Context: an optimization exercise on an open-source flow, tuned for small area. The choices shown serve that exercise and are no tape-out recipe. Only simulation tests tie the RTL to the original design; equivalence was not proved.

run 1:
Design scs_core, start of the top module:
module scs_core (
    input  wire        clk,
    input  wire        rst,           
    output wire [15:0] imem_addr,
    input  wire [31:0] imem_rdata,
    input  wire        plen_we,       
    input  wire [15:0] plen_wdata,
    input  wire        start,         
    input  wire        exec_valid,    
    input  wire [31:0] exec_word,
    output wire [1:0]  state,
    output wire [3:0]  cause,
    output wire        busy,
    input  wire [4:0]  dbg_sel,
    output wire [31:0] dbg_data
);
For scale: about 2,800 cells after synthesis, roughly 38,000 um^2 of cells after synthesis.
export LEC_CHECK = 0
export ABC_AREA = 1
export CAP_MARGIN = 5
export CORE_MARGIN = 2
export CORE_UTILIZATION = 65
export PLACE_DENSITY = 0.8
export SLEW_MARGIN = 5
create_clock -name core_clock -period 13.0 [get_ports {clk}]
standard.sh (not shown) runs the stock make flow with config.mk's settings and CLKGATE_MAP_FILE= SYNTH_SCRIPT=/design/flow/synth_recipe.tcl, a recipe that flattens the netlist after the stock synthesis.
==> flow/flow/run.sh <==
#!/bin/bash
# Own layout flow: the standard synthesis, then an area-oriented re-mapping
# of the combinational logic with ABC (flip-flops are left untouched: same
# instances, names and cell types), then the standard layout steps.
# Each tool's output goes to a flow_*.log file in the work folder.
set -euo pipefail
cd "$(dirname "$0")/.."
WORK=$(pwd)
FLOW_HOME=${FLOW_HOME:-/OpenROAD-flow-scripts/flow}
YOSYS=$FLOW_HOME/../tools/install/yosys/bin/yosys
[[ -x $YOSYS ]] || YOSYS=yosys
RES=$WORK/orfs/results/sky130hd/scs_core/base

# 1. standard synthesis
bash standard.sh synth > $WORK/flow_synth.log 2>&1

# 2. re-map the combinational logic
cp $RES/1_2_yosys.v $WORK/std_1_2_yosys.v
LIB=$FLOW_HOME/platforms/sky130hd/lib/sky130_fd_sc_hd__tt_025C_1v80.lib
DU=$(grep -o 'sky130_fd_sc_hd__lpflow[a-z0-9_]*\|sky130_fd_sc_hd__probe[a-z0-9_]*' $FLOW_HOME/platforms/sky130hd/config.mk | sed 's/^/-dont_use /' | tr '\n' ' ')
cat > $WORK/remap.ys <<EOS
read_liberty -ignore_miss_func $LIB
blackbox sky130_fd_sc_hd__edfxtp_1 sky130_fd_sc_hd__dfxtp_1 sky130_fd_sc_hd__dfrtp_1 sky130_fd_sc_hd__dfstp_1 sky130_fd_sc_hd__conb_1
read_verilog $WORK/std_1_2_yosys.v
hierarchy -top scs_core
flatten
opt_clean -purge
abc -liberty $LIB $DU -script "+strash;&get -n;&fraig -x;&put;scorr;dc2;dretime;strash;dc2;&get -n;&dch -f;&nf -R 2000 -a;&put"
opt_clean -purge
hilomap -singleton -hicell sky130_fd_sc_hd__conb_1 HI -locell sky130_fd_sc_hd__conb_1 LO
insbuf -buf sky130_fd_sc_hd__buf_4 A X
opt_clean -purge
tee -o $WORK/remap_check.txt check
tee -o $WORK/remap_stat.txt stat -liberty $LIB
write_verilog -noattr -nohex -nodec $WORK/remap_1_2_yosys.v
EOS
$YOSYS -s $WORK/remap.ys > $WORK/flow_remap.log 2>&1

# same flip-flop instances, by name and cell type, as the standard synthesis
ffs() { grep -oE '^\s*sky130_fd_sc_hd__(edfxtp|dfxtp|dfrtp|dfstp)_[0-9]+ \S+' "$1" | awk '{print $1, $2}' | sort; }
if ! diff <(ffs $WORK/std_1_2_yosys.v) <(ffs $WORK/remap_1_2_yosys.v) > $WORK/flow_ffdiff.log; then
  echo "flip-flops differ after re-mapping" >&2; exit 1
fi

cp $WORK/remap_1_2_yosys.v $RES/1_2_yosys.v
rm -f $RES/1_synth.odb $RES/1_synth.sdc

# 3. standard layout, with smaller port buffers and a clock tree built from
#    larger sink clusters without dummy loads
export BUFFER_PORTS_ARGS="-buffer_cell sky130_fd_sc_hd__buf_1"
export CTS_ARGS="-sink_clustering_enable -repair_clock_nets -dont_use_dummy_load -sink_clustering_size 25 -sink_clustering_max_diameter 100"
export REMOVE_ABC_BUFFERS=1
bash standard.sh finish > $WORK/flow_layout.log 2>&1
## Diff of input files: run 2 against run 1
- PLACE_DENSITY changed from 0.8 to 0.7
- CORE_UTILIZATION changed from 65 to 55
--- a/flow/flow/run.sh
+++ b/flow/flow/run.sh
@@ -49,5 +49,5 @@
 #    larger sink clusters without dummy loads
 export BUFFER_PORTS_ARGS="-buffer_cell sky130_fd_sc_hd__buf_1"
-export CTS_ARGS="-sink_clustering_enable -repair_clock_nets -dont_use_dummy_load -sink_clustering_size 25 -sink_clustering_max_diameter 100"
+export CTS_ARGS="-sink_clustering_enable -repair_clock_nets -dont_use_dummy_load -buf_list sky130_fd_sc_hd__clkbuf_8 -sink_clustering_size 15 -sink_clustering_max_diameter 100"
 export REMOVE_ABC_BUFFERS=1
 bash standard.sh finish > $WORK/flow_layout.log 2>&1
==> comparison <==
Run 2: no failed stages, no open violations at the end
The met3 wire length in run 1 is 1.2 times that in run 2.
The peak clock frequency supported by timing reported for run 2 is smaller than that of run 1 by 1.4%.
In terms of wire length on met2, run 2 and run 1 differ only marginally.
The non-clock buffer count number comes out lower for run 2 vs run 1.
Input changes introduced in run 3 (baseline for comparison: run 2):
--- a/flow/flow/run.sh
+++ b/flow/flow/run.sh
@@ -49,5 +49,5 @@
 #    larger sink clusters without dummy loads
 export BUFFER_PORTS_ARGS="-buffer_cell sky130_fd_sc_hd__buf_1"
-export CTS_ARGS="-sink_clustering_enable -repair_clock_nets -dont_use_dummy_load -buf_list sky130_fd_sc_hd__clkbuf_8 -sink_clustering_size 15 -sink_clustering_max_diameter 100"
+export CTS_ARGS="-sink_clustering_enable -repair_clock_nets -dont_use_dummy_load -sink_clustering_size 25 -sink_clustering_max_diameter 100"
 export REMOVE_ABC_BUFFERS=1
 bash standard.sh finish > $WORK/flow_layout.log 2>&1
## What came out
[compare] base=run 2 new=run 3: data arrival time of the critical path went down by 0.10 ns; sequential share of layout area lost 0.23 points. Against run 2, run 3 comes in 0.51 points lower on met1 track demand over resource. Run 3 vs run 2 on final critical path time including I/O delays and setup: run 3 is the lower one. The run with more setup slack is run 3; run 2 has less. On clock skew, run 2 and run 3 are neck and neck. Run 2 ended up with more cell instances than run 3 did.
[inputs] run 4 vs run 3
--- a/flow/flow/run.sh
+++ b/flow/flow/run.sh
@@ -49,5 +49,5 @@
 #    larger sink clusters without dummy loads
 export BUFFER_PORTS_ARGS="-buffer_cell sky130_fd_sc_hd__buf_1"
-export CTS_ARGS="-sink_clustering_enable -repair_clock_nets -dont_use_dummy_load -sink_clustering_size 25 -sink_clustering_max_diameter 100"
+export CTS_ARGS="-sink_clustering_enable -repair_clock_nets -dont_use_dummy_load -sink_clustering_size 30 -sink_clustering_max_diameter 100"
 export REMOVE_ABC_BUFFERS=1
 bash standard.sh finish > $WORK/flow_layout.log 2>&1
[summary]
Overall via count from detail_route: run 3 and run 4 compared, higher one is run 3
~same area taken by multi-input logic gates in run 3 and run 4
Run 4 vs. run 3: worst setup slack shows a reduction of 0.12 ns, worst hold slack after final layout saw little to no change, die span in x held steady.

* * *

## run X
Another version of the RTL of scs_core (not shown whole).
Size in the first run: roughly 2900 cells after synthesis, ~150 I/O pins.
==> flow/config.mk <==
export PLATFORM = sky130hd
export DESIGN_NAME = scs_core
export DESIGN_NICKNAME = scs_core
export VERILOG_FILES = /design/flow/design.v
export SDC_FILE = /design/flow/constraint.sdc
export NUM_CORES = 4
export LEC_CHECK = 0
export ABC_AREA = 1
export CAP_MARGIN = 20
export CORE_MARGIN = 2
export CORE_UTILIZATION = 55
export PLACE_DENSITY = 0.7
export SLEW_MARGIN = 20
==> flow/constraint.sdc <==
create_clock -name core_clock -period 13.0 [get_ports {clk}]
set_input_delay 2.6000 -clock core_clock [delete_from_list [all_inputs] [get_ports {clk}]]
set_output_delay 2.6000 -clock core_clock [all_outputs]
set_load 0.01 [all_outputs]
==> flow/flow/run.sh <==
#!/bin/bash
# Own layout flow: the standard synthesis, then an area-oriented re-mapping
# of the combinational logic with ABC (flip-flops are left untouched: same
# instances, names and cell types), then the standard layout steps.
# Each tool's output goes to a flow_*.log file in the work folder.
set -euo pipefail
cd "$(dirname "$0")/.."
WORK=$(pwd)
FLOW_HOME=${FLOW_HOME:-/OpenROAD-flow-scripts/flow}
YOSYS=$FLOW_HOME/../tools/install/yosys/bin/yosys
[[ -x $YOSYS ]] || YOSYS=yosys
RES=$WORK/orfs/results/sky130hd/scs_core/base

# 1. standard synthesis
bash standard.sh synth > $WORK/flow_synth.log 2>&1

# 2. re-map the combinational logic
cp $RES/1_2_yosys.v $WORK/std_1_2_yosys.v
LIB=$FLOW_HOME/platforms/sky130hd/lib/sky130_fd_sc_hd__tt_025C_1v80.lib
DU=$(grep -o 'sky130_fd_sc_hd__lpflow[a-z0-9_]*\|sky130_fd_sc_hd__probe[a-z0-9_]*' $FLOW_HOME/platforms/sky130hd/config.mk | sed 's/^/-dont_use /' | tr '\n' ' ')
cat > $WORK/remap.ys <<EOS
read_liberty -ignore_miss_func $LIB
blackbox sky130_fd_sc_hd__edfxtp_1 sky130_fd_sc_hd__dfxtp_1 sky130_fd_sc_hd__dfrtp_1 sky130_fd_sc_hd__dfstp_1 sky130_fd_sc_hd__conb_1
read_verilog $WORK/std_1_2_yosys.v
hierarchy -top scs_core
flatten
opt_clean -purge
abc -liberty $LIB $DU -script "+strash;&get -n;&fraig -x;&put;scorr;dc2;dretime;strash;&get -n;&dch -f;&nf -R 1000;&put"
opt_clean -purge
hilomap -singleton -hicell sky130_fd_sc_hd__conb_1 HI -locell sky130_fd_sc_hd__conb_1 LO
insbuf -buf sky130_fd_sc_hd__buf_4 A X
opt_clean -purge
tee -o $WORK/remap_check.txt check
tee -o $WORK/remap_stat.txt stat -liberty $LIB
write_verilog -noattr -nohex -nodec $WORK/remap_1_2_yosys.v
EOS
$YOSYS -s $WORK/remap.ys > $WORK/flow_remap.log 2>&1

# same flip-flop instances, by name and cell type, as the standard synthesis
ffs() { grep -oE '^\s*sky130_fd_sc_hd__(edfxtp|dfxtp|dfrtp|dfstp)_[0-9]+ \S+' "$1" | awk '{print $1, $2}' | sort; }
if ! diff <(ffs $WORK/std_1_2_yosys.v) <(ffs $WORK/remap_1_2_yosys.v) > $WORK/flow_ffdiff.log; then
  echo "flip-flops differ after re-mapping" >&2; exit 1
fi

cp $WORK/remap_1_2_yosys.v $RES/1_2_yosys.v
rm -f $RES/1_synth.odb $RES/1_synth.sdc

# 3. standard layout, with smaller port buffers and a clock tree built from
#    larger sink clusters without dummy loads
export BUFFER_PORTS_ARGS="-buffer_cell sky130_fd_sc_hd__buf_1"
export CTS_ARGS="-sink_clustering_enable -repair_clock_nets -dont_use_dummy_load -sink_clustering_size 25 -sink_clustering_max_diameter 100"
export REMOVE_ABC_BUFFERS=1
bash standard.sh finish > $WORK/flow_layout.log 2>&1
Setup changes, run X to run K
diff --git a/flow/flow/run.sh b/flow/flow/run.sh
--- a/flow/flow/run.sh
+++ b/flow/flow/run.sh
@@ -50,4 +50,3 @@
 export BUFFER_PORTS_ARGS="-buffer_cell sky130_fd_sc_hd__buf_1"
-export CTS_ARGS="-sink_clustering_enable -repair_clock_nets -dont_use_dummy_load -sink_clustering_size 25 -sink_clustering_max_diameter 100"
-export REMOVE_ABC_BUFFERS=1
+export CTS_ARGS="-sink_clustering_enable -repair_clock_nets -dont_use_dummy_load -sink_clustering_size 20 -sink_clustering_max_diameter 100"
 bash standard.sh finish > $WORK/flow_layout.log 2>&1
==> results.txt <==
For run K and run X, there was not a single run that failed to finish clean.
Going from run X to run K, area of all placed cells without fillers held, wire length of the first global-routing pass has decreased, number of sequential cells in the layout about even.

[static timing again, ports no longer ideal]
The flow's constraints put no driver on any port. The routed layouts listed below were extracted and timed again, unchanged, in two steps.
Step 1: set_driving_cell puts a clkbuf_16 on clk and a buf_2 on each other input, an assumption about the parent block.
Step 2 adds t to the input delays and takes it off the output delays; t is the mean of the earliest and latest rising clock arrival at the registers after step 1. Input paths then give back, and output paths get back, about the clock's delay inside the block.
a / b / c = ideal ports / drivers / drivers and shift; a / b = the first two.
run	t, ns	setup WS [ns]	cell pins on the clock port's net
run 1	0.666	0.762 / 0.805 / 0.138	1
run 2	0.727	0.591 / 0.622 / -0.105	1
run 3	0.655	0.605 / 0.638 / -0.018	1
run 4	0.649	0.485 / 0.526 / -0.123	1
run X	0.677	0.748 / 0.748 / 0.215	1
run K	0.680	0.967 / 0.967 / 0.484	1
With both steps, setup timing fails in run 2, run 3 and run 4, where it was met with ideal ports. The setup slack of run 2, which loses most, moves by +0.031 ns with the drivers and by -0.696 ns with both steps.
